From an optimization exercise on the open Yosys and OpenROAD flow, aimed at small area, a short achievable clock period and few clock cycles; shortcuts taken in it are not production practice. The RTL was checked by simulation tests, not by an equivalence proof against the original design. Power is estimated from default activity; no workload was simulated.

[flow/design.v]
module psg_chan #(
    parameter KIND = 1                  
) (
    input  wire         clk,
    input  wire         rst,
    input  wire         do_init,
    input  wire         do_setvol,      
    input  wire         do_setpitch,
    input  wire         do_release,     
    input  wire         do_tick,
    input  wire         do_stop,
    input  wire         do_env,         
    input  wire         do_adv,         
    input  wire         spec_en,        
    input  wire         do_peak,
    input  wire [5:0]   peak_in,
    input  wire         do_sus,
    input  wire         sus_setvel,     
    input  wire [5:0]   sus_in,
    input  wire [7:0]   op_velocity,
    input  wire [31:0]  op_duration,
    input  wire [31:0]  op_adsr,        
    input  wire [1:0]   op_panpot,
    input  wire [47:0]  op_inc,
    input  wire [127:0] op_arg,
    output reg          tick_res,       
    output wire         late,
    output wire         play,           
    output wire         env_wr,         
    output wire [7:0]   note_vel_o,
    output wire [3:0]   s_o,
    output wire [5:0]   peak_o,
    output wire         ea,             
    output wire [1:0]   panpot_o,
    output reg  signed [15:0] term,     
    output wire [5:0]   ev_o,           
    output wire signed [10:0] dw_o      
);
    localparam [2:0] S_INIT = 3'd0, S_RISE = 3'd1, S_DEC = 3'd2, S_PLAY = 3'd3,
                     S_REL  = 3'd4, S_DYING = 3'd5, S_DEAD = 3'd6;
    localparam PW = (KIND == 1) ? 3 : ((KIND == 2) ? 5 : 15);
    reg [2:0]    st_x;                  
    reg [2:0]    nxt;
    reg [3:0]    step;
    reg [5:0]    vel, peak, sus;
    reg [1:0]    panpot;
    reg [2:0]    a_r, d_r, r_r;
    reg [3:0]    s_r;
    reg [7:0]    note_vel;
    reg [31:0]   dur;
    reg [PW+31:0] inc;
    reg [31:0]   frac;
    reg [PW-1:0] pos;
    reg [1:0]    duty;
    reg          npat;
    reg [127:0]  wave;
    wire [2:0]   state = st_x ^ S_DEAD;
    reg signed [9:0] nws;               
    assign late       = (state >= S_REL);
    assign play       = (state == S_PLAY);
    assign note_vel_o = note_vel;
    assign s_o        = s_r;
    assign peak_o     = peak;
    assign panpot_o   = panpot;
    reg [2:0] e_state, e_next;
    reg [3:0] e_step;
    reg [5:0] e_vel;
    always @* begin
        e_state = state;
        e_next  = nxt;
        e_step  = step;
        e_vel   = vel;
        case (state)
            S_INIT: begin
                e_next = S_RISE;
                e_step = 4'd0;
                if ((a_r | d_r) == 3'd0 || (sus == 6'd0 && peak == 6'd0)) begin
                    e_state = S_PLAY;  e_vel = sus;
                end else if (a_r == 3'd0 && s_r < 4'd15) begin
                    e_state = S_DEC;
                    e_vel   = (peak == 6'd0) ? sus : ((peak - 6'd1 > sus) ? peak - 6'd1 : sus);
                end else if (a_r == 3'd0) begin
                    e_state = S_PLAY;  e_vel = sus;
                end else begin
                    e_state = S_RISE;  e_vel = 6'd1;
                end
            end
            S_RISE: begin
                e_step = step + 4'd1;
                if (e_step >= {1'b0, a_r}) begin
                    if (nxt == S_DEC) begin
                        e_state = S_DEC;
                        dec_entry;
                    end else if (nxt == S_PLAY) begin
                        e_state = S_PLAY;
                        e_step  = 4'd0;
                    end else if (nxt == S_REL) begin
                        e_state = S_REL;
                        rel_entry;
                    end else begin
                        e_step = 4'd0;
                        e_vel  = vel + 6'd1;
                        if ({1'b0, vel} + 7'd1 >= {1'b0, peak}) begin
                            e_vel  = peak;
                            e_next = (d_r == 3'd0 || peak == sus) ? S_PLAY : S_DEC;
                        end
                    end
                end
            end
            S_DEC: begin
                e_step = step + 4'd1;
                if (e_step >= {1'b0, d_r}) begin
                    if (nxt == S_PLAY) begin
                        e_state = S_PLAY;
                        e_step  = 4'd0;
                    end else if (nxt == S_REL) begin
                        e_state = S_REL;
                        rel_entry;
                    end else begin
                        dec_entry;
                    end
                end
            end
            S_PLAY: begin
                if (nxt == S_REL) begin
                    e_state = S_REL;
                    e_step  = step + 4'd1;
                    rel_entry;
                end else begin
                    e_step = 4'd0;
                end
            end
            S_REL: begin
                e_step = step + 4'd1;
                if (e_step >= {1'b0, r_r}) begin
                    if (nxt == S_DYING) e_state = S_DEAD;
                    else                rel_entry;
                end
            end
            default: ;
        endcase
    end
    task dec_entry;
        begin
            e_step = 4'd0;
            if ({1'b0, vel} <= {1'b0, sus} + 7'd1) begin
                e_vel  = sus;
                e_next = S_PLAY;
            end else begin
                e_vel = vel - 6'd1;
            end
        end
    endtask
    task rel_entry;
        begin
            if (r_r == 3'd0) begin
                e_vel   = 6'd0;
                e_state = S_DEAD;
            end else begin
                e_step = 4'd0;
                if (vel <= 6'd1) begin
                    e_next = S_DYING;
                    e_vel  = 6'd0;
                end else begin
                    e_vel = vel - 6'd1;
                end
            end
        end
    endtask
    reg [5:0]        ev;
    reg              ea_r;
    reg signed [9:0] qh, ql;            
    reg signed [6:0] evn;               
    assign ev_o = ev;
    assign ea   = ea_r;
    wire [8:0] v1 = {3'b0, e_vel};
    wire [8:0] v2 = {2'b0, e_vel, 1'b0};
    wire [8:0] v4 = {1'b0, e_vel, 2'b0};
    wire [8:0] v8 = {e_vel, 3'b0};
    reg  signed [9:0] qh_n, ql_n;
    always @* begin
        case (duty)
            2'd0:    begin qh_n = $signed({1'b0, v8 - v1}); ql_n = -$signed({1'b0, v1}); end
            2'd1:    begin qh_n = $signed({1'b0, v4 + v2}); ql_n = -$signed({1'b0, v2}); end
            2'd2:    begin qh_n = $signed({1'b0, v4});      ql_n = -$signed({1'b0, v4}); end
            default: begin qh_n = $signed({1'b0, v2});      ql_n = -$signed({1'b0, v4 + v2}); end
        endcase
    end
    always @(posedge clk) begin
        if (kill)
            ea_r <= 1'b0;
        else if (spec_en)
            ea_r <= (e_state != S_DEAD);
        if (spec_en) begin
            ev   <= e_vel;
            if (KIND == 1) begin
                qh <= qh_n;
                ql <= ql_n;
            end
            if (KIND == 3)
                evn <= -$signed({1'b0, e_vel});
        end
    end
    function carry32(input [31:0] a, input [31:0] b);
        reg [31:0] g, p;
        integer lv, j;
        begin
            g = a & b;
            p = a | b;
            for (lv = 1; lv < 32; lv = lv * 2)
                for (j = 31; j >= lv; j = j - 1) begin
                    g[j] = g[j] | (p[j] & g[j - lv]);
                    p[j] = p[j] & p[j - lv];
                end
            carry32 = g[31];
        end
    endfunction
    wire          c32     = carry32(frac, inc[31:0]);
    wire [31:0]   frac_nx = frac + inc[31:0];
    wire          hold    = (KIND == 2) && rc;
    wire [PW-1:0] inc_i   = hold ? {PW{1'b0}} : inc[PW+31:32];
    function [29:0] add2(input [14:0] a, input [14:0] b);
        reg [14:0] g, p, x;
        integer lv, j;
        begin
            g = a & b;
            p = a ^ b;
            x = p;
            for (lv = 1; lv < 15; lv = lv * 2)
                for (j = 14; j >= lv; j = j - 1) begin
                    g[j] = g[j] | (p[j] & g[j - lv]);
                    p[j] = p[j] & p[j - lv];
                end
            add2[14:0]  = x ^ {g[13:0], 1'b0};
            add2[29:15] = x ^ {g[13:0] | p[13:0], 1'b1};
        end
    endfunction
    wire [29:0]   ps      = add2(pos, inc_i);
    wire [PW-1:0] ps0     = ps[PW-1:0];
    wire [PW-1:0] ps1     = ps[PW+14:15];
    wire [PW-1:0] pos_sum = (c32 && !hold) ? ps1 : ps0;
    wire [PW-1:0] pos_nx  = (KIND == 3 && npat) ? (pos_sum & 7'h7f) : pos_sum;
    function [14:0] fine_r(input [6:0] b);
        case (b)
            7'd0: fine_r = 15'h0001;
            7'd1: fine_r = 15'h0002;
            7'd2: fine_r = 15'h0004;
            7'd3: fine_r = 15'h0008;
            7'd4: fine_r = 15'h0010;
            7'd5: fine_r = 15'h0020;
            7'd6: fine_r = 15'h0040;
            7'd7: fine_r = 15'h0080;
            7'd8: fine_r = 15'h0100;
            7'd9: fine_r = 15'h0200;
            7'd10: fine_r = 15'h0400;
            7'd11: fine_r = 15'h0800;
            7'd12: fine_r = 15'h1000;
            7'd13: fine_r = 15'h2000;
            7'd14: fine_r = 15'h4001;
            7'd15: fine_r = 15'h0003;
            7'd16: fine_r = 15'h0006;
            7'd17: fine_r = 15'h000c;
            7'd18: fine_r = 15'h0018;
            7'd19: fine_r = 15'h0030;
            7'd20: fine_r = 15'h0060;
            7'd21: fine_r = 15'h00c0;
            7'd22: fine_r = 15'h0180;
            7'd23: fine_r = 15'h0300;
            7'd24: fine_r = 15'h0600;
            7'd25: fine_r = 15'h0c00;
            7'd26: fine_r = 15'h1800;
            7'd27: fine_r = 15'h3000;
            7'd28: fine_r = 15'h6001;
            7'd29: fine_r = 15'h4002;
            7'd30: fine_r = 15'h0005;
            7'd31: fine_r = 15'h000a;
            7'd32: fine_r = 15'h0014;
            7'd33: fine_r = 15'h0028;
            7'd34: fine_r = 15'h0050;
            7'd35: fine_r = 15'h00a0;
            7'd36: fine_r = 15'h0140;
            7'd37: fine_r = 15'h0280;
            7'd38: fine_r = 15'h0500;
            7'd39: fine_r = 15'h0a00;
            7'd40: fine_r = 15'h1400;
            7'd41: fine_r = 15'h2800;
            7'd42: fine_r = 15'h5001;
            7'd43: fine_r = 15'h2003;
            7'd44: fine_r = 15'h4007;
            7'd45: fine_r = 15'h000f;
            7'd46: fine_r = 15'h001e;
            7'd47: fine_r = 15'h003c;
            7'd48: fine_r = 15'h0078;
            7'd49: fine_r = 15'h00f0;
            7'd50: fine_r = 15'h01e0;
            7'd51: fine_r = 15'h03c0;
            7'd52: fine_r = 15'h0780;
            7'd53: fine_r = 15'h0f00;
            7'd54: fine_r = 15'h1e00;
            7'd55: fine_r = 15'h3c00;
            7'd56: fine_r = 15'h7801;
            7'd57: fine_r = 15'h7002;
            7'd58: fine_r = 15'h6004;
            7'd59: fine_r = 15'h4008;
            7'd60: fine_r = 15'h0011;
            7'd61: fine_r = 15'h0022;
            7'd62: fine_r = 15'h0044;
            7'd63: fine_r = 15'h0088;
            7'd64: fine_r = 15'h0110;
            7'd65: fine_r = 15'h0220;
            7'd66: fine_r = 15'h0440;
            7'd67: fine_r = 15'h0880;
            7'd68: fine_r = 15'h1100;
            7'd69: fine_r = 15'h2200;
            7'd70: fine_r = 15'h4401;
            7'd71: fine_r = 15'h0803;
            7'd72: fine_r = 15'h1006;
            7'd73: fine_r = 15'h200c;
            7'd74: fine_r = 15'h4019;
            7'd75: fine_r = 15'h0033;
            7'd76: fine_r = 15'h0066;
            7'd77: fine_r = 15'h00cc;
            7'd78: fine_r = 15'h0198;
            7'd79: fine_r = 15'h0330;
            7'd80: fine_r = 15'h0660;
            7'd81: fine_r = 15'h0cc0;
            7'd82: fine_r = 15'h1980;
            7'd83: fine_r = 15'h3300;
            7'd84: fine_r = 15'h6601;
            7'd85: fine_r = 15'h4c02;
            7'd86: fine_r = 15'h1805;
            7'd87: fine_r = 15'h300a;
            7'd88: fine_r = 15'h6015;
            7'd89: fine_r = 15'h402a;
            7'd90: fine_r = 15'h0055;
            7'd91: fine_r = 15'h00aa;
            7'd92: fine_r = 15'h0154;
            7'd93: fine_r = 15'h02a8;
            7'd94: fine_r = 15'h0550;
            7'd95: fine_r = 15'h0aa0;
            7'd96: fine_r = 15'h1540;
            7'd97: fine_r = 15'h2a80;
            7'd98: fine_r = 15'h5501;
            7'd99: fine_r = 15'h2a03;
            7'd100: fine_r = 15'h5407;
            7'd101: fine_r = 15'h280f;
            7'd102: fine_r = 15'h501f;
            7'd103: fine_r = 15'h203f;
            7'd104: fine_r = 15'h407f;
            7'd105: fine_r = 15'h00ff;
            7'd106: fine_r = 15'h01fe;
            7'd107: fine_r = 15'h03fc;
            7'd108: fine_r = 15'h07f8;
            7'd109: fine_r = 15'h0ff0;
            7'd110: fine_r = 15'h1fe0;
            7'd111: fine_r = 15'h3fc0;
            7'd112: fine_r = 15'h7f81;
            7'd113: fine_r = 15'h7f02;
            7'd114: fine_r = 15'h7e04;
            7'd115: fine_r = 15'h7c08;
            7'd116: fine_r = 15'h7810;
            7'd117: fine_r = 15'h7020;
            7'd118: fine_r = 15'h6040;
            7'd119: fine_r = 15'h4080;
            7'd120: fine_r = 15'h0101;
            7'd121: fine_r = 15'h0202;
            7'd122: fine_r = 15'h0404;
            7'd123: fine_r = 15'h0808;
            7'd124: fine_r = 15'h1010;
            7'd125: fine_r = 15'h2020;
            7'd126: fine_r = 15'h4041;
            7'd127: fine_r = 15'h0083;
            default: fine_r = 15'h0000;
        endcase
    endfunction
    function [14:0] fine_w(input [7:0] a);
        case (a)
            8'd0: fine_w = 15'h4000;
            8'd1: fine_w = 15'h3040;
            8'd2: fine_w = 15'h2400;
            8'd3: fine_w = 15'h1b24;
            8'd4: fine_w = 15'h1040;
            8'd5: fine_w = 15'h3c20;
            8'd6: fine_w = 15'h0924;
            8'd7: fine_w = 15'h1dd2;
            8'd8: fine_w = 15'h3400;
            8'd9: fine_w = 15'h1734;
            8'd10: fine_w = 15'h1940;
            8'd11: fine_w = 15'h3ae9;
            8'd12: fine_w = 15'h0d34;
            8'd13: fine_w = 15'h12da;
            8'd14: fine_w = 15'h3649;
            8'd15: fine_w = 15'h7040;
            8'd16: fine_w = 15'h1440;
            8'd17: fine_w = 15'h3f24;
            8'd18: fine_w = 15'h0b64;
            8'd19: fine_w = 15'h2c60;
            8'd20: fine_w = 15'h3504;
            8'd21: fine_w = 15'h14f6;
            8'd22: fine_w = 15'h29d2;
            8'd23: fine_w = 15'h2334;
            8'd24: fine_w = 15'h0e74;
            8'd25: fine_w = 15'h23a9;
            8'd26: fine_w = 15'h37dd;
            8'd27: fine_w = 15'h1fee;
            8'd28: fine_w = 15'h2493;
            8'd29: fine_w = 15'h4609;
            8'd30: fine_w = 15'h6400;
            8'd31: fine_w = 15'h2b64;
            8'd32: fine_w = 15'h3440;
            8'd33: fine_w = 15'h2704;
            8'd34: fine_w = 15'h1964;
            8'd35: fine_w = 15'h21f2;
            8'd36: fine_w = 15'h3d24;
            8'd37: fine_w = 15'h0ae6;
            8'd38: fine_w = 15'h2d40;
            8'd39: fine_w = 15'h2ddd;
            8'd40: fine_w = 15'h1474;
            8'd41: fine_w = 15'h2833;
            8'd42: fine_w = 15'h3b7d;
            8'd43: fine_w = 15'h629a;
            8'd44: fine_w = 15'h2209;
            8'd45: fine_w = 15'h4f64;
            8'd46: fine_w = 15'h1f24;
            8'd47: fine_w = 15'h1344;
            8'd48: fine_w = 15'h3e60;
            8'd49: fine_w = 15'h3896;
            8'd50: fine_w = 15'h1cd6;
            8'd51: fine_w = 15'h37c2;
            8'd52: fine_w = 15'h27a6;
            8'd53: fine_w = 15'h009d;
            8'd54: fine_w = 15'h39a9;
            8'd55: fine_w = 15'h3c47;
            8'd56: fine_w = 15'h134e;
            8'd57: fine_w = 15'h59e7;
            8'd58: fine_w = 15'h4093;
            8'd59: fine_w = 15'h6d6d;
            8'd60: fine_w = 15'h5040;
            8'd61: fine_w = 15'h0c60;
            8'd62: fine_w = 15'h2d24;
            8'd63: fine_w = 15'h06f6;
            8'd64: fine_w = 15'h2440;
            8'd65: fine_w = 15'h2b14;
            8'd66: fine_w = 15'h1064;
            8'd67: fine_w = 15'h273b;
            8'd68: fine_w = 15'h3934;
            8'd69: fine_w = 15'h05ee;
            8'd70: fine_w = 15'h2f09;
            8'd71: fine_w = 15'h4aa9;
            8'd72: fine_w = 15'h1974;
            8'd73: fine_w = 15'h2dfe;
            8'd74: fine_w = 15'h3d2d;
            8'd75: fine_w = 15'h5c20;
            8'd76: fine_w = 15'h2144;
            8'd77: fine_w = 15'h2bd2;
            8'd78: fine_w = 15'h22b6;
            8'd79: fine_w = 15'h0f54;
            8'd80: fine_w = 15'h3b70;
            8'd81: fine_w = 15'h375f;
            8'd82: fine_w = 15'h1e0f;
            8'd83: fine_w = 15'h3cda;
            8'd84: fine_w = 15'h2ae7;
            8'd85: fine_w = 15'h65a0;
            8'd86: fine_w = 15'h53dd;
            8'd87: fine_w = 15'h348a;
            8'd88: fine_w = 15'h10d3;
            8'd89: fine_w = 15'h610d;
            8'd90: fine_w = 15'h7d64;
            8'd91: fine_w = 15'h0a96;
            8'd92: fine_w = 15'h0964;
            8'd93: fine_w = 15'h2de2;
            8'd94: fine_w = 15'h3424;
            8'd95: fine_w = 15'h0c2f;
            8'd96: fine_w = 15'h2950;
            8'd97: fine_w = 15'h22d5;
            8'd98: fine_w = 15'h163d;
            8'd99: fine_w = 15'h4f47;
            8'd100: fine_w = 15'h367d;
            8'd101: fine_w = 15'h6757;
            8'd102: fine_w = 15'h2459;
            8'd103: fine_w = 15'h71de;
            8'd104: fine_w = 15'h1c69;
            8'd105: fine_w = 15'h77f2;
            8'd106: fine_w = 15'h03f2;
            8'd107: fine_w = 15'h2486;
            8'd108: fine_w = 15'h19c6;
            8'd109: fine_w = 15'h380b;
            8'd110: fine_w = 15'h257f;
            8'd111: fine_w = 15'h0b85;
            8'd112: fine_w = 15'h34e8;
            8'd113: fine_w = 15'h597a;
            8'd114: fine_w = 15'h793a;
            8'd115: fine_w = 15'h512a;
            8'd116: fine_w = 15'h430e;
            8'd117: fine_w = 15'h5587;
            8'd118: fine_w = 15'h6db7;
            8'd119: fine_w = 15'h6b9b;
            8'd120: fine_w = 15'h7400;
            8'd121: fine_w = 15'h2774;
            8'd122: fine_w = 15'h3d40;
            8'd123: fine_w = 15'h21cd;
            8'd124: fine_w = 15'h1d74;
            8'd125: fine_w = 15'h2efa;
            8'd126: fine_w = 15'h3f6d;
            8'd127: fine_w = 15'h6d92;
            8'd128: fine_w = 15'h2040;
            8'd129: fine_w = 15'h2810;
            8'd130: fine_w = 15'h1224;
            8'd131: fine_w = 15'h1689;
            8'd132: fine_w = 15'h3830;
            8'd133: fine_w = 15'h062c;
            8'd134: fine_w = 15'h1f9b;
            8'd135: fine_w = 15'h5374;
            8'd136: fine_w = 15'h1a34;
            8'd137: fine_w = 15'h1c8d;
            8'd138: fine_w = 15'h3cb9;
            8'd139: fine_w = 15'h338e;
            8'd140: fine_w = 15'h1197;
            8'd141: fine_w = 15'h52ff;
            8'd142: fine_w = 15'h4dd2;
            8'd143: fine_w = 15'h0850;
            8'd144: fine_w = 15'h3a34;
            8'd145: fine_w = 15'h04ad;
            8'd146: fine_w = 15'h2eb9;
            8'd147: fine_w = 15'h3e1c;
            8'd148: fine_w = 15'h19b7;
            8'd149: fine_w = 15'h4cef;
            8'd150: fine_w = 15'h4940;
            8'd151: fine_w = 15'h06b9;
            8'd152: fine_w = 15'h2034;
            8'd153: fine_w = 15'h0f37;
            8'd154: fine_w = 15'h2219;
            8'd155: fine_w = 15'h4368;
            8'd156: fine_w = 15'h1f2d;
            8'd157: fine_w = 15'h4582;
            8'd158: fine_w = 15'h3264;
            8'd159: fine_w = 15'h3e99;
            8'd160: fine_w = 15'h2a14;
            8'd161: fine_w = 15'h10a5;
            8'd162: fine_w = 15'h27ab;
            8'd163: fine_w = 15'h5558;
            8'd164: fine_w = 15'h05af;
            8'd165: fine_w = 15'h4ff9;
            8'd166: fine_w = 15'h268d;
            8'd167: fine_w = 15'h2f03;
            8'd168: fine_w = 15'h2d2e;
            8'd169: fine_w = 15'h6171;
            8'd170: fine_w = 15'h5c45;
            8'd171: fine_w = 15'h5aaf;
            8'd172: fine_w = 15'h77e6;
            8'd173: fine_w = 15'h0cfd;
            8'd174: fine_w = 15'h148d;
            8'd175: fine_w = 15'h3ab1;
            8'd176: fine_w = 15'h370e;
            8'd177: fine_w = 15'h72f3;
            8'd178: fine_w = 15'h50f7;
            8'd179: fine_w = 15'h4a56;
            8'd180: fine_w = 15'h6974;
            8'd181: fine_w = 15'h098e;
            8'd182: fine_w = 15'h022d;
            8'd183: fine_w = 15'h4c5f;
            8'd184: fine_w = 15'h3d34;
            8'd185: fine_w = 15'h06ea;
            8'd186: fine_w = 15'h2d49;
            8'd187: fine_w = 15'h7b1b;
            8'd188: fine_w = 15'h1870;
            8'd189: fine_w = 15'h2e3c;
            8'd190: fine_w = 15'h0dbf;
            8'd191: fine_w = 15'h45fd;
            8'd192: fine_w = 15'h2204;
            8'd193: fine_w = 15'h1aa1;
            8'd194: fine_w = 15'h2322;
            8'd195: fine_w = 15'h60fa;
            8'd196: fine_w = 15'h0ba3;
            8'd197: fine_w = 15'h4e72;
            8'd198: fine_w = 15'h716b;
            8'd199: fine_w = 15'h3bde;
            8'd200: fine_w = 15'h2ba3;
            8'd201: fine_w = 15'h5652;
            8'd202: fine_w = 15'h636b;
            8'd203: fine_w = 15'h364c;
            8'd204: fine_w = 15'h2383;
            8'd205: fine_w = 15'h4842;
            8'd206: fine_w = 15'h67f9;
            8'd207: fine_w = 15'h38a5;
            8'd208: fine_w = 15'h3983;
            8'd209: fine_w = 15'h43d8;
            8'd210: fine_w = 15'h6b59;
            8'd211: fine_w = 15'h45d1;
            8'd212: fine_w = 15'h3f19;
            8'd213: fine_w = 15'h4ab5;
            8'd214: fine_w = 15'h107d;
            8'd215: fine_w = 15'h7df1;
            8'd216: fine_w = 15'h3539;
            8'd217: fine_w = 15'h5527;
            8'd218: fine_w = 15'h15cf;
            8'd219: fine_w = 15'h6bc1;
            8'd220: fine_w = 15'h2fbb;
            8'd221: fine_w = 15'h5f5c;
            8'd222: fine_w = 15'h0126;
            8'd223: fine_w = 15'h7a5b;
            8'd224: fine_w = 15'h2881;
            8'd225: fine_w = 15'h2e88;
            8'd226: fine_w = 15'h7ac8;
            8'd227: fine_w = 15'h75ac;
            8'd228: fine_w = 15'h5ac8;
            8'd229: fine_w = 15'h6d8c;
            8'd230: fine_w = 15'h48c8;
            8'd231: fine_w = 15'h601e;
            8'd232: fine_w = 15'h40e8;
            8'd233: fine_w = 15'h7e0e;
            8'd234: fine_w = 15'h447a;
            8'd235: fine_w = 15'h70e7;
            8'd236: fine_w = 15'h5e7a;
            8'd237: fine_w = 15'h7b7d;
            8'd238: fine_w = 15'h52da;
            8'd239: fine_w = 15'h0609;
            8'd240: fine_w = 15'h5440;
            8'd241: fine_w = 15'h0f64;
            8'd242: fine_w = 15'h2f64;
            8'd243: fine_w = 15'h3744;
            8'd244: fine_w = 15'h2544;
            8'd245: fine_w = 15'h28d6;
            8'd246: fine_w = 15'h20f6;
            8'd247: fine_w = 15'h3ee6;
            8'd248: fine_w = 15'h3a74;
            8'd249: fine_w = 15'h349d;
            8'd250: fine_w = 15'h2e9d;
            8'd251: fine_w = 15'h2507;
            8'd252: fine_w = 15'h29a7;
            8'd253: fine_w = 15'h54d3;
            8'd254: fine_w = 15'h5249;
            8'd255: fine_w = 15'h5b24;
            default: fine_w = 15'h0000;
        endcase
    endfunction
    localparam [127:0] ROUGH = 128'h7f54cee9637b5b2470be57344f143040;
    reg               nf, nr;           
    reg signed [10:0] dw;               
    reg               rc;               
    assign dw_o = dw;
    wire [14:0] npos = pos_nx;
    wire        nf_n = ^(fine_r(npos[6:0]) & fine_w(npos[14:7]));
    wire        nr_n = ROUGH[npos[6:0]];
    wire [4:0]        waddr = pos_nx;   
    wire [3:0]        nib_n = wave[{waddr[4:1], ~waddr[0], 2'b00} +: 4];
    wire signed [10:0] dw_n = $signed({2'b00, nib_n, 5'b00000}) + nws;
    reg               wbusy;
    reg [1:0]         wq;
    wire [31:0] wquar = wave[32*wq +: 32];
    wire [6:0]  qsum  = ((wquar[3:0] + wquar[7:4]) + (wquar[11:8] + wquar[15:12])) +
                        ((wquar[19:16] + wquar[23:20]) + (wquar[27:24] + wquar[31:28]));
    reg sq_hi;
    always @* begin
        case (duty)
            2'd0:    sq_hi = (pos[2:0] == 3'd0);
            2'd1:    sq_hi = (pos[2:0] <= 3'd1);
            2'd2:    sq_hi = (pos[2:0] <= 3'd3);
            default: sq_hi = (pos[2:0] <= 3'd5);
        endcase
        if (KIND == 1)
            term = sq_hi ? $signed({qh, 6'd0}) : $signed({ql, 6'd0});
        else if (KIND == 3)
            term = (npat ? nr : nf) ? $signed({2'b00, ev, 8'd0}) : $signed({evn, 8'd0});
        else
            term = 16'sd0;
    end
    wire tick_exp = do_tick && !late && (dur == 32'd1);
    always @* begin
        if (late)               tick_res = 1'b0;
        else if (dur == 32'd0)  tick_res = 1'b1;
        else                    tick_res = (dur != 32'd1);
    end
    wire rel_dead = do_release && (r_r == 3'd0 || vel == 6'd0);
    wire rel_stage = do_release && !rel_dead;
    wire tick_dead = tick_exp && (vel == 6'd0 || r_r == 3'd0);
    wire sus_vel = do_sus && sus_setvel && state == S_PLAY;
    wire kill   = do_stop || rel_dead || tick_dead;
    assign env_wr = do_init || do_setvol || do_peak || do_sus || (do_release && !kill) || (tick_exp && !kill) ||
                    do_env || (KIND == 2 && (wbusy || rc));
    reg [2:0] st_n;
    always @* begin
        st_n = state;
        if (do_init)  st_n = S_INIT;
        if (rel_dead) st_n = S_DEAD;
        if (tick_exp) st_n = tick_dead ? S_DEAD : S_REL;
        if (do_stop)  st_n = S_DEAD;
        if (do_env)   st_n = e_state;
    end
    wire st_we = rst || do_init || rel_dead || tick_exp || do_stop || do_env;
    reg [5:0] vel_n;
    always @* begin
        vel_n = vel;
        if (sus_vel)                          vel_n = sus_in;
        if (do_release && r_r == 3'd0)        vel_n = 6'd0;
        if (tick_exp && r_r == 3'd0)          vel_n = 6'd0;
        if (do_env)                           vel_n = e_vel;
    end
    wire vel_we = rst || sus_vel || ((do_release || tick_exp) && r_r == 3'd0) || do_env;
    always @(posedge clk) begin
        if (st_we)
            st_x <= (st_n ^ S_DEAD) & {3{!rst}};
        if (vel_we)
            vel <= vel_n & {6{!rst}};
        if (rst || rel_stage || do_env)
            nxt <= (do_env ? e_next : S_REL) & {3{!rst}};
        if (rst || do_env)
            step <= e_step & {4{!rst}};
    end
    always @(posedge clk) begin
        if (rst) begin
            frac <= 32'd0;
            pos  <= {PW{1'b0}};
            nf   <= 1'b0;
            nr   <= 1'b0;
        end else if (do_adv) begin
            frac <= frac_nx;
            pos  <= pos_nx;
            if (KIND == 3) begin
                nf <= nf_n;
                nr <= nr_n;
            end
        end
    end
    always @(posedge clk) begin
        if (rst) begin
            wbusy <= 1'b0;
            rc    <= 1'b0;
        end else if (KIND == 2) begin
            rc <= wbusy && (wq == 2'd3) && !do_init;
            if (do_init) begin
                wbusy <= 1'b1;
                wq    <= 2'd0;
            end else if (wbusy) begin
                wq <= wq + 1'b1;
                if (wq == 2'd3) wbusy <= 1'b0;
            end
        end
    end
    always @(posedge clk) begin
        if (do_init) begin
            note_vel <= op_velocity;
            dur      <= op_duration;
            a_r      <= op_adsr[2:0];
            d_r      <= op_adsr[10:8];
            s_r      <= op_adsr[19:16];
            r_r      <= op_adsr[26:24];
            if (KIND == 1) duty <= op_arg[1:0];
            if (KIND == 2) wave <= op_arg;
            if (KIND == 3) npat <= op_arg[0];
        end
        if (do_init || do_setvol)
            panpot <= op_panpot;
        if (do_init || do_setpitch)
            inc <= op_inc[PW+31:0];
        if (do_tick && !late && dur != 32'd0)
            dur <= dur - 32'd1;
        if (do_peak)
            peak <= peak_in;
        if (do_sus)
            sus <= sus_in;
        if (KIND == 2) begin
            if (do_adv || rc)
                dw <= dw_n;
            if (do_init)
                nws <= 10'sd0;
            else if (wbusy)
                nws <= nws - $signed({3'b000, qsum});
        end
    end
endmodule
module psg_voice #(
    parameter NFRAMES = 16              
) (
    input  wire         clk,
    input  wire         rst,
    input  wire         cmd_valid,
    output wire         cmd_ready,
    input  wire [3:0]   cmd_op,
    input  wire [1:0]   cmd_ch,
    input  wire [7:0]   cmd_velocity,
    input  wire [31:0]  cmd_duration,
    input  wire [31:0]  cmd_adsr,       
    input  wire [7:0]   cmd_vol,
    input  wire [7:0]   cmd_pan,
    input  wire [47:0]  cmd_inc,
    input  wire [127:0] cmd_arg,
    output reg          rsp_valid,
    output reg  [1:0]   rsp_status,
    output reg          rsp_tick,
    output reg          smp_valid,
    input  wire         smp_ready,
    output reg          smp_last,
    output reg  signed [17:0] smp_left,
    output reg  signed [17:0] smp_right
);
    localparam [3:0] OP_INIT_PCM8 = 4'h1, OP_INIT_SQUARE = 4'h2, OP_INIT_WAVE = 4'h3,
                     OP_INIT_NOISE = 4'h4, OP_SET_VOLUME = 4'h5, OP_SET_PITCH = 4'h6,
                     OP_RELEASE = 4'h7, OP_TICK_NOTE = 4'h8, OP_PROCESS = 4'h9,
                     OP_STOP = 4'hA, OP_MIX_BLOCK = 4'hB;
    localparam [1:0] ST_OK = 2'd0, ST_REFUSED = 2'd1, ST_FAULT = 2'd2, ST_HALTED = 2'd3;
    localparam [1:0] P_LEFT = 2'd0, P_CENTER = 2'd1, P_RIGHT = 2'd2;
    localparam FW = $clog2(NFRAMES);
    reg          ready;                 
    reg          faulted;
    reg [FW-1:0] nleft;                 
    reg [3:0]    bsel;                  
    reg          bpend;                 
    reg          bpend_mix;
    reg [1:0]    bpend_ch;
    reg          brsp;                  
    reg          q_valid;               
    reg [1:0]    q_status;
    reg          q_tick;
    reg          v2;                    
    reg [1:0]    v2_ch;
    reg          v2_setvel;
    reg [7:0]    v2_vol;
    reg [7:0]    v2_nv;                 
    reg [3:0]    v2_s, v3_s;            
    reg          v3;                    
    reg [1:0]    v3_ch;
    reg          v3_setvel;
    reg [5:0]    v3_pk;
    reg [3:0]    fr1;                   
    assign cmd_ready = ready;
    wire accept = cmd_valid && ready;
    wire op_reserved = (cmd_op == 4'h0) || (cmd_op >= 4'hC);
    wire op_refused  = op_reserved || (cmd_op == OP_MIX_BLOCK && cmd_ch != 2'd0);
    reg  kind_bad;
    always @* begin
        case (cmd_op)
            OP_INIT_PCM8:   kind_bad = 1'b1;
            OP_INIT_SQUARE: kind_bad = (cmd_ch != 2'd0) && (cmd_ch != 2'd1);
            OP_INIT_WAVE:   kind_bad = (cmd_ch != 2'd2);
            OP_INIT_NOISE:  kind_bad = (cmd_ch != 2'd3);
            default:        kind_bad = 1'b0;
        endcase
    end
    wire run = accept && !faulted && !op_refused && !kind_bad;
    wire [3:0] ch_sel   = 4'b0001 << cmd_ch;
    wire       is_init  = (cmd_op == OP_INIT_SQUARE) || (cmd_op == OP_INIT_WAVE) ||
                          (cmd_op == OP_INIT_NOISE);
    wire       is_block = (cmd_op == OP_PROCESS) || (cmd_op == OP_MIX_BLOCK);
    wire       run_blk  = run && is_block;
    wire [3:0] late;
    wire [3:0] do_init     = (run && is_init)                   ? ch_sel : 4'b0;
    wire [3:0] do_setvol   = (run && cmd_op == OP_SET_VOLUME)   ? (ch_sel & ~late) : 4'b0;
    wire [3:0] do_setpitch = (run && cmd_op == OP_SET_PITCH)    ? ch_sel : 4'b0;
    wire [3:0] do_release  = (run && cmd_op == OP_RELEASE)      ? (ch_sel & ~late) : 4'b0;
    wire [3:0] do_tick     = (run && cmd_op == OP_TICK_NOTE)    ? ch_sel : 4'b0;
    wire [3:0] do_stop     = (run && cmd_op == OP_STOP)         ? ch_sel : 4'b0;
    wire       vol_go      = |(do_init | do_setvol);
    wire [3:0] play;
    wire       setvel_now  = |(do_setvol & play);
    wire [1:0] op_panpot = ($signed(cmd_pan) < -8'sd21) ? P_LEFT :
                           ($signed(cmd_pan) >  8'sd20) ? P_RIGHT : P_CENTER;
    function [35:0] csa(input [17:0] a, input [17:0] b, input [17:0] c);
        begin
            csa[17:0]  = a ^ b ^ c;
            csa[35:18] = {((a[16:0] & b[16:0]) | (a[16:0] & c[16:0]) | (b[16:0] & c[16:0])), 1'b0};
        end
    endfunction
    function [17:0] add18(input [17:0] a, input [17:0] b);
        reg [17:0] g, p, x;
        integer lv, j;
        begin
            g = a & b;
            p = a ^ b;
            x = p;
            for (lv = 1; lv < 18; lv = lv * 2)
                for (j = 17; j >= lv; j = j - 1) begin
                    g[j] = g[j] | (p[j] & g[j - lv]);
                    p[j] = p[j] & p[j - lv];
                end
            add18 = x ^ {g[16:0], 1'b0};
        end
    endfunction
    wire out_free = !smp_valid || smp_ready;
    wire idle     = (nleft == {FW{1'b0}});            
    wire       acc_mix = run_blk && (cmd_op == OP_MIX_BLOCK);
    wire [3:0] bmask   = bpend ? (bpend_mix ? 4'b1111 : (4'b0001 << bpend_ch)) : 4'b1111;
    wire [3:0] f_sel   = !idle ? bsel : bmask;
    wire [3:0] fresh    = fr1;
    wire       f_fresh  = &(fresh | ~bmask);
    wire start     = (acc_mix || bpend) && out_free && f_fresh;    
    wire cont      = !idle && smp_valid && smp_ready;              
    wire load      = start || cont;
    wire last_load = cont && (nleft == 1);
    wire spec_en   = (idle && !start) || last_load;
    wire [7:0]  nv_o [0:3];
    wire [3:0]  s_o  [0:3];
    wire [5:0]  pk_o [0:3];
    wire [7:0]  mv = v2_nv;
    wire [17:0] mr0 = v2_vol[0] ? {10'd0, mv}       : 18'd0;
    wire [17:0] mr1 = v2_vol[1] ? {9'd0, mv, 1'b0}  : 18'd0;
    wire [17:0] mr2 = v2_vol[2] ? {8'd0, mv, 2'b0}  : 18'd0;
    wire [17:0] mr3 = v2_vol[3] ? {7'd0, mv, 3'b0}  : 18'd0;
    wire [17:0] mr4 = v2_vol[4] ? {6'd0, mv, 4'b0}  : 18'd0;
    wire [17:0] mr5 = v2_vol[5] ? {5'd0, mv, 5'b0}  : 18'd0;
    wire [17:0] mr6 = v2_vol[6] ? {4'd0, mv, 6'b0}  : 18'd0;
    wire [17:0] mr7 = v2_vol[7] ? {3'd0, mv, 7'b0}  : 18'd0;
    wire [35:0] m1 = csa(mr0, mr1, mr2);
    wire [35:0] m2 = csa(mr3, mr4, mr5);
    wire [35:0] m3 = csa(m1[17:0], m1[35:18], m2[17:0]);
    wire [35:0] m4 = csa(m2[35:18], mr6, mr7);
    wire [35:0] m5 = csa(m3[17:0], m3[35:18], m4[17:0]);
    wire [35:0] m6 = csa(m5[17:0], m5[35:18], m4[35:18]);
    wire [17:0] v2_prod = add18(m6[17:0], m6[35:18]);
    wire [5:0]  v2_peak = v2_prod[15:10];
    wire [3:0]  sv = v3_s;
    wire [17:0] sr0 = sv[0] ? {12'd0, v3_pk}       : 18'd0;
    wire [17:0] sr1 = sv[1] ? {11'd0, v3_pk, 1'b0} : 18'd0;
    wire [17:0] sr2 = sv[2] ? {10'd0, v3_pk, 2'b0} : 18'd0;
    wire [17:0] sr3 = sv[3] ? {9'd0, v3_pk, 3'b0}  : 18'd0;
    wire [35:0] s1 = csa(sr0, sr1, sr2);
    wire [35:0] s2 = csa(s1[17:0], s1[35:18], sr3);
    wire [35:0] s3 = csa(s2[17:0], s2[35:18], 18'd15);
    wire [17:0] v3_t   = add18(s3[17:0], s3[35:18]);
    wire [5:0]  v3_sus = v3_t[9:4];
    wire [3:0]         tick_res;
    wire [3:0]         env_wr;
    wire [3:0]         ea;
    wire [1:0]         panpot [0:3];
    wire signed [15:0] term   [0:3];
    wire [5:0]         ev     [0:3];
    wire signed [10:0] dw     [0:3];
    genvar g;
    generate
        for (g = 0; g < 4; g = g + 1) begin : ch
            psg_chan #(.KIND(g < 2 ? 1 : (g == 2 ? 2 : 3))) u_chan (
                .clk         (clk),
                .rst         (rst),
                .do_init     (do_init[g]),
                .do_setvol   (do_setvol[g]),
                .do_setpitch (do_setpitch[g]),
                .do_release  (do_release[g]),
                .do_tick     (do_tick[g]),
                .do_stop     (do_stop[g]),
                .do_env      (start && f_sel[g]),
                .do_adv      (load && f_sel[g] && ea[g]),
                .spec_en     (spec_en),
                .do_peak     (v2 && v2_ch == g),
                .peak_in     (v2_peak),
                .do_sus      (v3 && v3_ch == g),
                .sus_setvel  (v3_setvel),
                .sus_in      (v3_sus),
                .op_velocity (cmd_velocity),
                .op_duration (cmd_duration),
                .op_adsr     (cmd_adsr),
                .op_panpot   (op_panpot),
                .op_inc      (cmd_inc),
                .op_arg      (cmd_arg),
                .tick_res    (tick_res[g]),
                .late        (late[g]),
                .play        (play[g]),
                .env_wr      (env_wr[g]),
                .note_vel_o  (nv_o[g]),
                .s_o         (s_o[g]),
                .peak_o      (pk_o[g]),
                .ea          (ea[g]),
                .panpot_o    (panpot[g]),
                .term        (term[g]),
                .ev_o        (ev[g]),
                .dw_o        (dw[g])
            );
        end
    endgenerate
    wire [3:0] gl, gr;
    genvar h;
    generate
        for (h = 0; h < 4; h = h + 1) begin : gate
            assign gl[h] = ea[h] && (panpot[h] != P_RIGHT);
            assign gr[h] = ea[h] && (panpot[h] != P_LEFT);
        end
    endgenerate
    wire [17:0] t0 = {{2{term[0][15]}}, term[0]};
    wire [17:0] t1 = {{2{term[1][15]}}, term[1]};
    wire [17:0] t3 = {{2{term[3][15]}}, term[3]};
    wire [17:0] dwx = {{7{dw[2][10]}}, dw[2]};
    wire [5:0]  evw = ev[2];
    wire [17:0] w0 = evw[0] ? dwx        : 18'd0;
    wire [17:0] w1 = evw[1] ? (dwx << 1) : 18'd0;
    wire [17:0] w2 = evw[2] ? (dwx << 2) : 18'd0;
    wire [17:0] w3 = evw[3] ? (dwx << 3) : 18'd0;
    wire [17:0] w4 = evw[4] ? (dwx << 4) : 18'd0;
    wire [17:0] w5 = evw[5] ? (dwx << 5) : 18'd0;
    function [17:0] side(input [3:0] gg, input [17:0] a0, input [17:0] a1, input [17:0] a3,
                         input [17:0] x0, input [17:0] x1, input [17:0] x2,
                         input [17:0] x3, input [17:0] x4, input [17:0] x5);
        reg [17:0] b0, b1, b3, y0, y1, y2, y3, y4, y5;
        reg [35:0] c1, c2, c3, c4, c5, c6, c7;
        begin
            b0 = gg[0] ? a0 : 18'd0;
            b1 = gg[1] ? a1 : 18'd0;
            b3 = gg[3] ? a3 : 18'd0;
            y0 = gg[2] ? x0 : 18'd0;
            y1 = gg[2] ? x1 : 18'd0;
            y2 = gg[2] ? x2 : 18'd0;
            y3 = gg[2] ? x3 : 18'd0;
            y4 = gg[2] ? x4 : 18'd0;
            y5 = gg[2] ? x5 : 18'd0;
            c1 = csa(b0, b1, b3);
            c2 = csa(y0, y1, y2);
            c3 = csa(y3, y4, y5);
            c4 = csa(c1[17:0], c1[35:18], c2[17:0]);
            c5 = csa(c2[35:18], c3[17:0], c3[35:18]);
            c6 = csa(c4[17:0], c4[35:18], c5[17:0]);
            c7 = csa(c6[17:0], c6[35:18], c5[35:18]);
            side = add18(c7[17:0], c7[35:18]);
        end
    endfunction
    wire [17:0] mix_l = side(gl & f_sel, t0, t1, t3, w0, w1, w2, w3, w4, w5);
    wire [17:0] mix_r = side(gr & f_sel, t0, t1, t3, w0, w1, w2, w3, w4, w5);
    wire last_out = smp_valid && smp_ready && idle && smp_last;   
    reg       n_q_valid, n_brsp, n_v2, n_v3, n_bpend;
    reg [FW-1:0] n_nleft;
    always @* begin
        n_nleft = nleft;
        if (start)     n_nleft = NFRAMES - 1;
        else if (cont) n_nleft = nleft - 1'b1;
        n_bpend   = (bpend || run_blk) && !start;
        n_brsp    = (brsp && !last_out) || start;
        n_q_valid = (q_valid && (brsp || last_out)) || (accept && !run_blk);
        n_v2      = vol_go;
        n_v3      = v2;
    end
    always @(posedge clk) begin
        if (rst) begin
            ready     <= 1'b1;
            faulted   <= 1'b0;
            nleft     <= {FW{1'b0}};
            bpend     <= 1'b0;
            brsp      <= 1'b0;
            q_valid   <= 1'b0;
            v2        <= 1'b0;
            v3        <= 1'b0;
            fr1       <= 4'b0;
            smp_valid <= 1'b0;
            smp_last  <= 1'b0;
            rsp_valid <= 1'b0;
        end else begin
            nleft   <= n_nleft;
            bpend   <= n_bpend;
            brsp    <= n_brsp;
            q_valid <= n_q_valid;
            v2      <= n_v2;
            v3      <= n_v3;
            fr1     <= spec_en ? ~env_wr : 4'b0;
            ready   <= (n_nleft == {FW{1'b0}}) && !n_bpend && !(n_v2 && setvel_now) && !(n_v3 && v2_setvel) &&
                       !(n_q_valid && n_brsp);
            if (accept && !faulted && !op_refused && kind_bad)
                faulted <= 1'b1;
            if (load) begin
                smp_valid <= 1'b1;
                smp_last  <= cont && (nleft == 1);
            end else if (smp_valid && smp_ready) begin
                smp_valid <= 1'b0;
            end
            if (last_out) begin
                rsp_valid <= 1'b1;
            end else begin
                rsp_valid <= q_valid && !brsp;
            end
        end
    end
    always @(posedge clk) begin
        if (last_out) begin
            rsp_status <= ST_OK;
            rsp_tick   <= 1'b0;
        end else begin
            rsp_status <= q_status;
            rsp_tick   <= q_tick;
        end
        if (accept && !run_blk) begin
            if (faulted)          q_status <= ST_HALTED;
            else if (op_refused)  q_status <= ST_REFUSED;
            else if (kind_bad)    q_status <= ST_FAULT;
            else                  q_status <= ST_OK;
            q_tick <= run && (cmd_op == OP_TICK_NOTE) && tick_res[cmd_ch];
        end
        if (run_blk && !start) begin
            bpend_mix <= (cmd_op == OP_MIX_BLOCK);
            bpend_ch  <= cmd_ch;
        end
        if (start)
            bsel <= f_sel;
        if (load) begin
            smp_left  <= mix_l;
            smp_right <= mix_r;
        end
        if (vol_go) begin
            v2_ch     <= cmd_ch;
            v2_vol    <= cmd_vol;
            v2_nv     <= is_init ? cmd_velocity : nv_o[cmd_ch];
            v2_s      <= is_init ? cmd_adsr[19:16] : s_o[cmd_ch];
            v2_setvel <= setvel_now;
        end
        if (v2) begin
            v3_ch     <= v2_ch;
            v3_setvel <= v2_setvel;
            v3_pk     <= v2_peak;
            v3_s      <= v2_s;
        end
    end
endmodule
[flow/flow/run.sh]
#!/bin/bash
# Layout: the standard ORFS flow on the design's SDC, in three make calls.
#  - Synthesis is the standard one (synth_recipe.tcl: -nofsm -noshare, flatten, rename)
#    except that adders are left to ABC instead of being mapped to full/half-adder
#    cells (ADDER_MAP_FILE empty); the registers are the same.
#  - The timing repair after clock-tree synthesis is asked to leave more setup slack
#    than the design's period needs; placement and routing repairs keep their defaults.
# Every tool's log stays under orfs/logs; each make call's output goes to its own log.
set -euo pipefail
bash standard.sh ADDER_MAP_FILE= place > make_place.log 2>&1
bash standard.sh ADDER_MAP_FILE= SETUP_SLACK_MARGIN=12 cts > make_cts.log 2>&1
bash standard.sh ADDER_MAP_FILE= finish > make_finish.log 2>&1
[flow/standard.sh]
#!/bin/bash
# synth_recipe.tcl (not shown) runs the flow's synth.tcl, then flattens the netlist and writes it again
# the make line also repeats each setting of config.mk as NAME=value (left out here)
make -C /OpenROAD-flow-scripts/flow DESIGN_CONFIG=/design/flow/config.mk WORK_HOME=/design/flow/orfs CLKGATE_MAP_FILE= SYNTH_SCRIPT=/design/flow/synth_recipe.tcl "${@:-finish}"
[flow/config.mk]
export PLATFORM = sky130hd
export DESIGN_NAME = psg_voice
export DESIGN_NICKNAME = psg_voice
export VERILOG_FILES = /design/flow/design.v
export SDC_FILE = /design/flow/constraint.sdc
export NUM_CORES = 4
export LEC_CHECK = 0
export CAP_MARGIN = 20
export CORE_MARGIN = 2
export CORE_UTILIZATION = 40
export SLEW_MARGIN = 20
[flow/constraint.sdc]
create_clock -name core_clock -period 18.0 [get_ports {clk}]
set_input_delay 3.6000 -clock core_clock [delete_from_list [all_inputs] [get_ports {clk}]]
set_output_delay 3.6000 -clock core_clock [all_outputs]
set_load 0.01 [all_outputs]
==> results.toml, run 1 <==
[floorplanning]
rows = 154
start_util = 0.403
fp.dieW_um = 425
io_pins = 317
core_area_sq_um = 176000
die-area_sq_um = 181000
die_height_um = 425

[clocking]
root_buffer = "clkbuf_16"
cts_buffers = 104
cts.clk_slew.worst_paths_ns = 0.07
cts_tree = "built"
clock_path_buffers = 3
clk_latency_ns = 0.75
cts_sinks = 957
cts_max_level = 3

[yosys]
muxShareOfSynthArea = 0.0369
synth_area_sq_um = 71100
syn_nets = 8667
ys_warn_count = 4
ys_ff_latch = 957
synth_compound_area_frac = 0.218
synth_flop_cell = "edfxtp_1"
synthXorXnorAreaFrac = 0.107
synth-edff-count = 764
synth_area_per_cell_sq_um = 8.47
ys_async_sr_fraction = 0
ys_types = 96
synthSimpleGateAreaFrac = 0.185
ys_seq_area_frac = 0.377
synth_top_family_by_area = "compound AO/OA/AOI/OAI gates"
syn_inst = 8393
synthAdderAreaFrac = 0.0359

[finish]
fin_area_sq_um = 83100
synthToLayoutAreaGrowth_pct = 16.9
fillers = 16900
drive_gt1_frac = 0.0955
finalNetCount = 8779
fin_util = 0.471

[grt]
antenna_found_initial = 19
grt_usage = 0.287
grt_pass1_vias = 64300
grt-ovfl-total = 0
grt_max_degree = 92
grt_pass1_wl_um = 402000

[timing]
setup_viol = 0
report.final.slew_viol_count = 0
fin_crit_ns = 6.35
final.setup.tns_ns = 0
max_freq_mhz = 158
worst_pin_slew_ns = 1.15
fin_crit_sh = 0.353
rsz0062_at_grt = "false"
hold_viol = 0
max_slew_margin = 0.226
finClkSkew_ns = 0.0382

[routing]
drt_pass1_iterations = 6
ant_nets = 0
wl_um = 269000
drc = 0
num_vias = 68300
routed_via_density = 6.24
wl_per_cell_um = 24.5
drt_iter0_drc = 8293

[critical_path]
cpLargestDelayFamily = "compound AO/OA/AOI/OAI gates"
cp.arrival_ns = 6.95
cp_num_buf_inv = 5
cp_slowest_stage_delay_ns = 0.89
worstPathMaxFanout = 36
cp.required_ns = 18.60
critPathLaunchType = "flip-flop"
worstPathCellList = "o211ai_1, buf_4, a21oi_4, o31ai_4, o21ai_2, a21oi_2, o21ai_4, a2111o_2, a22oi_2, buf_6, buf_4, a211oi_2, a211oi_4, buf_6, buf_12, nor3_1, o21ai_0, a211oi_1, a211oi_1, o2111ai_1, xnor3_1, xnor3_1, nand2_1, a21oi_1"
cp-end-kind = "flip-flop"
worst-setup-path-type = "flip-flop to flip-flop"
critPathSlowestCell = "a211oi_1"

[power]
finalPower_mw = 6.59
powerDensity_nw_per_um2 = 79.3
irDropWorstVdd_mv = 0.0769
p_leak_nw = 28.3

[place]
detailed_place_hpwl_um = 182000
gp_congestion = 0.992
io_buffers = 296
placed_area_sq_um = 76300

[flow_run]
drv_cap = 0

[worst_hold_path]
hold_path.class = "flip-flop to flip-flop"

[run_status]
status = "no timing/DRC/antenna violations"
logic make-up (layout without fill, tap and decap cells):
family	after synthesis	count (layout)
simple gates	2932	2934
mux	194	195
buf+inv	722	922
fa+ha+maj	254	254
xor+xnor	859	859
flops	957	957
compound gates	2475	2476
other cells	0	5
registers in the layout (all words and copies together) (netlist names), 18 cells and up:
| register | cells |
|---|---|
| ch.u_chan.inc | 154 |
| ch.u_chan.dur | 128 |
| ch.u_chan.frac | 128 |
| ch.u_chan.wave | 128 |
| ch.u_chan.note_vel | 32 |
| ch.u_chan.pos | 26 |
| ch.u_chan.peak | 24 |
| ch.u_chan.sus | 24 |
| ch.u_chan.vel | 24 |
| ch.u_chan.ql | 20 |
| smp_left | 18 |
| smp_right | 18 |
cell usage in the layout (no fill, tap or decap), types with 74 or more instances in the layout:
| cell type | n |
|---|---|
| a211oi_1 | 93 |
| a21oi_1 | 631 |
| a22oi_1 | 107 |
| a31oi_1 | 122 |
| buf_4 | 155 |
| clkbuf_16 | 107 |
| clkdlybuf4s50_1 | 289 |
| dfxtp_1 | 193 |
| edfxtp_1 | 764 |
| inv_1 | 183 |
| maj3_1 | 245 |
| mux2i_1 | 115 |
| nand2_1 | 948 |
| nand2b_1 | 79 |
| nand3_1 | 162 |
| nor2_1 | 907 |
| nor3_1 | 206 |
| o211ai_1 | 74 |
| o21ai_0 | 642 |
| o22ai_1 | 128 |
| or3_1 | 102 |
| xnor2_1 | 474 |
| xor2_1 | 352 |
path summary, 6_finish.rpt:
kind                                          start               to  slack, ns  depth (start not counted)
worst max-delay path            ch[3].u_chan.inc[1]  ch[3].u_chan.nf      11.65                         24
worst min-delay path                        v2_s[2]          v3_s[2]       0.42                          0
worst max register to register  ch[3].u_chan.inc[1]  ch[3].u_chan.nf      11.65                         24
worst min register to register              v2_s[2]          v3_s[2]       0.42                          0
synth_stat cells, types with 25 or more instances:
| library cell | n | area (sq um) |
|---|---|---|
| a2111oi_0 | 28 | 245 |
| a211oi_1 | 104 | 781 |
| a21o_1 | 53 | 398 |
| a21oi_1 | 645 | 3230 |
| a221oi_1 | 56 | 490 |
| a22oi_1 | 113 | 848 |
| a31oi_1 | 133 | 832 |
| and2_1 | 72 | 450 |
| and3_1 | 46 | 288 |
| buf_1 | 45 | 169 |
| buf_2 | 32 | 160 |
| clkbuf_1 | 451 | 1690 |
| dfxtp_1 | 193 | 3860 |
| edfxtp_1 | 764 | 22900 |
| inv_1 | 186 | 698 |
| maj3_1 | 248 | 2480 |
| mux2i_1 | 118 | 1180 |
| mux4_2 | 52 | 1170 |
| nand2_1 | 986 | 3700 |
| nand2b_1 | 81 | 507 |
| nand3_1 | 172 | 861 |
| nand4_1 | 42 | 263 |
| nor2_1 | 946 | 3550 |
| nor2b_1 | 77 | 482 |
| nor3_1 | 218 | 1090 |
| nor4_1 | 65 | 407 |
| o211ai_1 | 74 | 556 |
| o21a_1 | 51 | 383 |
| o21ai_0 | 664 | 3320 |
| o21ai_1 | 25 | 125 |
| o221ai_1 | 39 | 342 |
| o22ai_1 | 133 | 832 |
| o31ai_1 | 63 | 473 |
| or2_2 | 44 | 275 |
| or3_1 | 104 | 651 |
| xnor2_1 | 494 | 4330 |
| xor2_1 | 357 | 3130 |
area by class of cell:
class | instances | area, sq um | share of cell area
antenna | 5 | 12.5 | 0.000151
timing repair buffer | 528 | 5770 | 0.0694
timing repair inverter | 2 | 17.5 | 0.000211
clock inverter | 67 | 757 | 0.00911
multi-input combinational | 6718 | 43200 | 0.520
sequential | 957 | 26800 | 0.323
tap | 2340 | 2930 | 0.0352
clock buffer | 131 | 2840 | 0.0342
inverter | 194 | 764 | 0.00920
stage by stage:
| step | cells | hold slack, ns | setup slack (ns) |
|---|---|---|---|
| 4_1_cts | 10900 | 0.421 | 11.82 |
| 5_1_grt | 10900 | 0.432 | 11.45 |
| 2_1_floorplan | 8393 | 0.400 | 7.90 |
| 3_5_place_dp | 10600 | 0.407 | 7.79 |
| 3_3_place_gp | 10600 | 0.403 | 7.84 |
| 6_report | 10900 | 0.421 | 11.65 |
layer usage:
layer,global-route usage,vias to the layer above,share of wire
li1,-,31100,-
met5,0,-,0.00051
met3,0.0519,792,0.085
met2,0.454,3335,0.45
met1,0.374,33000,0.41
met4,0.147,18,0.056
what timing repair did:
action	4_1_cts	5_1_grt
hold buffers	0	0
gates resized for setup	445	0
buffers inserted	81	0
endpoints found under the setup margin	1089	0
where the power goes:
| group | internal, mW | switching [mW] | leakage [nW] | total [mW] |
|---|---|---|---|---|
| registers | 2.51 | 0.0726 | 8.59 | 2.58 |
| logic | 0.681 | 1.05 | 18.0 | 1.73 |
| clock network | 1.31 | 0.969 | 1.76 | 2.28 |
Testbench counts, summed over its fixed seeds: cycles 56,531.
==> inputs of run 2 (changes only) <==
==> flow/flow/run.sh (replaced) <==
#!/bin/bash
# Layout: the standard ORFS flow on the design's SDC, in three make calls.
#  - Synthesis is the standard one (synth_recipe.tcl: -nofsm -noshare, flatten, rename)
#    except that adders are left to ABC instead of being mapped to full/half-adder
#    cells (ADDER_MAP_FILE empty); the registers are the same.
#  - Every input and output port still gets its own buffer, a plain buf_1 instead of
#    the delay buffer buffer_ports picks by default.
#  - The timing repair after clock-tree synthesis is asked to leave more setup slack
#    than the design's period needs; the other repairs keep their defaults.
# Every tool's log stays under orfs/logs; each make call's output goes to its own log.
set -euo pipefail
PORTS='BUFFER_PORTS_ARGS=-buffer_cell sky130_fd_sc_hd__buf_1'
bash standard.sh ADDER_MAP_FILE= "$PORTS" place > make_place.log 2>&1
bash standard.sh ADDER_MAP_FILE= "$PORTS" SETUP_SLACK_MARGIN=12 cts > make_cts.log 2>&1
bash standard.sh ADDER_MAP_FILE= "$PORTS" finish > make_finish.log 2>&1
==> run 2 against run 1 <==
  * Sequential power about the same
  * Combinational power about the same
  * Clock skew about the same
  * Via count up 0.90%
  * Hold slack about the same
  * Clock power down 7%
  * Die area unchanged
  * Global-route usage up 0.44 points
  * Still clean on timing, DRC and antenna
  * First-iteration DRC count up 1.9%
  * Total power down 2.8%
  * Utilization down 0.62 points
==> results.toml, run 2 <==
[run_status]
status = "no timing/DRC/antenna violations"

[yosys]
ys_seq_area_frac = 0.377
yosys-top-cells-area = "edfxtp_1, xnor2_1, dfxtp_1"
synth_common_cells = "nand2_1, nor2_1, edfxtp_1, o21ai_0, a21oi_1"
syn_inst = 8393
ys_warn_count = 4
synth.most_common_cell = "nand2_1"
yosysTopAreaCell = "edfxtp_1"
synth-edff-count = 764
synth_area_per_cell_sq_um = 8.47
ys_ff_latch = 957
ys_async_sr_fraction = 0
syn_nets = 8667
ys_types = 96
synth_flop_cell = "edfxtp_1"
synth_area_sq_um = 71100
synth_top_area_frac = 0.323

[critical_path]
worst-setup-path-type = "flip-flop to flip-flop"
critPathSlowestCell = "o22ai_2"
cp_slowest_stage_delay_ns = 0.65
cp.arrival_ns = 7.21
worstPathMaxFanout = 10
cp-end-kind = "flip-flop"
critPathLaunchType = "flip-flop"
cp.required_ns = 18.57
cp_common_cell = "buf_4"

[timing]
rsz0062_at_grt = "false"
worst_pin_slew_ns = 1.20
max_freq_mhz = 151
report.final.slew_viol_count = 0
fin_crit_sh = 0.369
hold_viol = 0
setup_viol = 0
max_slew_margin = 0.197
finClkSkew_ns = 0.0386
whs_ns = 0.420
final.setup.tns_ns = 0
fin_crit_ns = 6.64

[finish]
synthToLayoutAreaGrowth_pct = 15.4
drive_gt1_frac = 0.105
regMostFlops = "ch.u_chan.inc"
fin_area_sq_um = 82000
fillers = 16900
finalNetCount = 8841
final_common_cell = "nand2_1"
final_cell_mix = "nand2_1, nor2_1, edfxtp_1"
largest_reg_flops = 154

[grt]
grt_max_degree = 85
grt_pass1_wl_um = 406000
grt_pass1_vias = 64100
grt_usage = 0.291
antenna_found_initial = 31
grt-ovfl-total = 0

[floorplanning]
die_height_um = 425
io_pins = 317
start_util = 0.403
rows = 154
die-area_sq_um = 181000
fp.dieW_um = 425
core_area_sq_um = 176000

[routing]
wl_met2_um = 121000
drt_iter0_drc = 8453
num_vias = 68900
drc = 0
wl_met1_um = 109000
wl_um = 273000
wl_per_cell_um = 24.8
routed_via_density = 6.26
ant_nets = 0
drt_pass1_iterations = 10
route.met3.wl_um = 27000
top_layer = "met5"

[clocking]
clock_path_buffers = 3
clk_latency_ns = 0.74
cts_max_level = 3
root_buffer = "clkbuf_16"
cts_sinks = 957
cts_buffers = 99
cts_tree = "built"
cts.clk_slew.worst_paths_ns = 0.06

[place]
gp_congestion = 1.01
io_buffers = 296
placed_area_sq_um = 74500
detailed_place_hpwl_um = 181000

[power]
p_leak_nw = 27.8
irDropWorstVdd_mv = 0.0798
powerDensity_nw_per_um2 = 78.1

[worst_hold_path]
hold_path.class = "flip-flop to flip-flop"

[flow_run]
drv_cap = 0
## run 2: where the power goes
group          internal [mW]  switching, mW  total [mW]  leakage [nW]
Clock                   1.18          0.945        2.13          1.60
Sequential              2.50         0.0736        2.58          8.59
Combinational          0.650           1.05        1.70          17.6
Total                   4.34           2.07        6.41          27.8
## run 2: kinds of logic (layout without fill, tap and decap cells)
logic type,Yosys count,count (layout),synth area share
DFF,957,957,0.377
buffers and inverters,722,975,0.0387
other,0,19,0
xor gates and xnor gates,859,859,0.107
and+or+nand+nor,2932,2935,0.185
AOI/OAI and AO/OA,2475,2476,0.218
adders and majority gates,254,254,0.0359
muxes,194,196,0.0369
## run 2: worst max-delay path: cells and delay by family (launching register included)
| family | cells | cell delay (ns) |
|---|---|---|
| AO/OA/AOI/OAI | 13 | 3.22 |
| XOR/XNOR | 5 | 1.18 |
| buffers and inverters | 6 | 1.17 |
| flip-flops | 1 | 0.42 |
| AND/OR/NAND/NOR | 4 | 0.45 |
## run 2: path summary, 6_finish.rpt
path,slack [ns],endpoint,depth (start not counted),from
hold reg to reg,0.42,v3_s[3],0,v2_s[3]
hold / removal,0.42,v3_s[3],0,v2_s[3]
setup / recovery,11.36,ch[3].u_chan.nf,28,ch[3].u_chan.inc[1]
setup reg to reg,11.36,ch[3].u_chan.nf,28,ch[3].u_chan.inc[1]
## run 2: cell type report
class	count	area, sq um	share of cell area
timing repair buffer	592	4530	0.0553
sequential	957	26800	0.327
clock buffer	121	2680	0.0327
antenna	19	47.5	0.000580
tap	2340	2930	0.0357
inverter	194	763	0.00931
timing repair inverter	3	26.3	0.000320
clock inverter	65	628	0.00766
multi-input combinational	6720	43600	0.532
## run 2: repair_timing
item | 4_1_cts | 5_1_grt
resized for setup | 500 | 0
setup buffers | 134 | 0
endpoints found under the setup margin | 1035 | 0
hold buffers | 0 | 0
## run 2: routing by layer
layer	GRT usage	vias to the layer above
met5	0.00450	-
met4	0.149	26
met3	0.0772	905
met2	0.451	3597
met1	0.371	33100
li1	-	31300
## run 2: metrics by stage
stage,util,setup WS [ns],power [mW],std cells
after floorplan,-,7.90,3.78,8393
after global placement,0.422,8.71,4.24,10600
after detailed placement,0.422,8.63,4.27,10600
after CTS,0.465,11.71,6.43,11000
after global routing,0.465,11.16,6.68,11000
final,0.465,11.36,6.41,11000

## static timing again, ports no longer ideal
The results above use ideal ports. As a check the final layouts listed here were re-extracted and re-timed, cells and wires unchanged. Step 1 (the two cells are an assumption about what drives the block):
set clk [get_ports {clk}]
set_driving_cell -lib_cell sky130_fd_sc_hd__clkbuf_16 $clk
set_driving_cell -lib_cell sky130_fd_sc_hd__buf_2 [delete_from_list [all_inputs] $clk]
Step 2 also shifts input and output timing later by t, the mid clock arrival at the registers, as if the neighbouring blocks saw the same clock. Three values: no drivers, after step 1, after step 2; two values: the first two.
run	t, ns	setup WS [ns]	pins driven straight from the clock port
run 1	0.808	11.652 / 11.652 / 11.089	1
run 2	0.799	11.363 / 11.363 / 11.047	1
After both steps setup and hold are still met in every run listed. The setup slack of run 1, which loses most, moves by 0.000 ns with the drivers and by -0.563 ns with both steps.
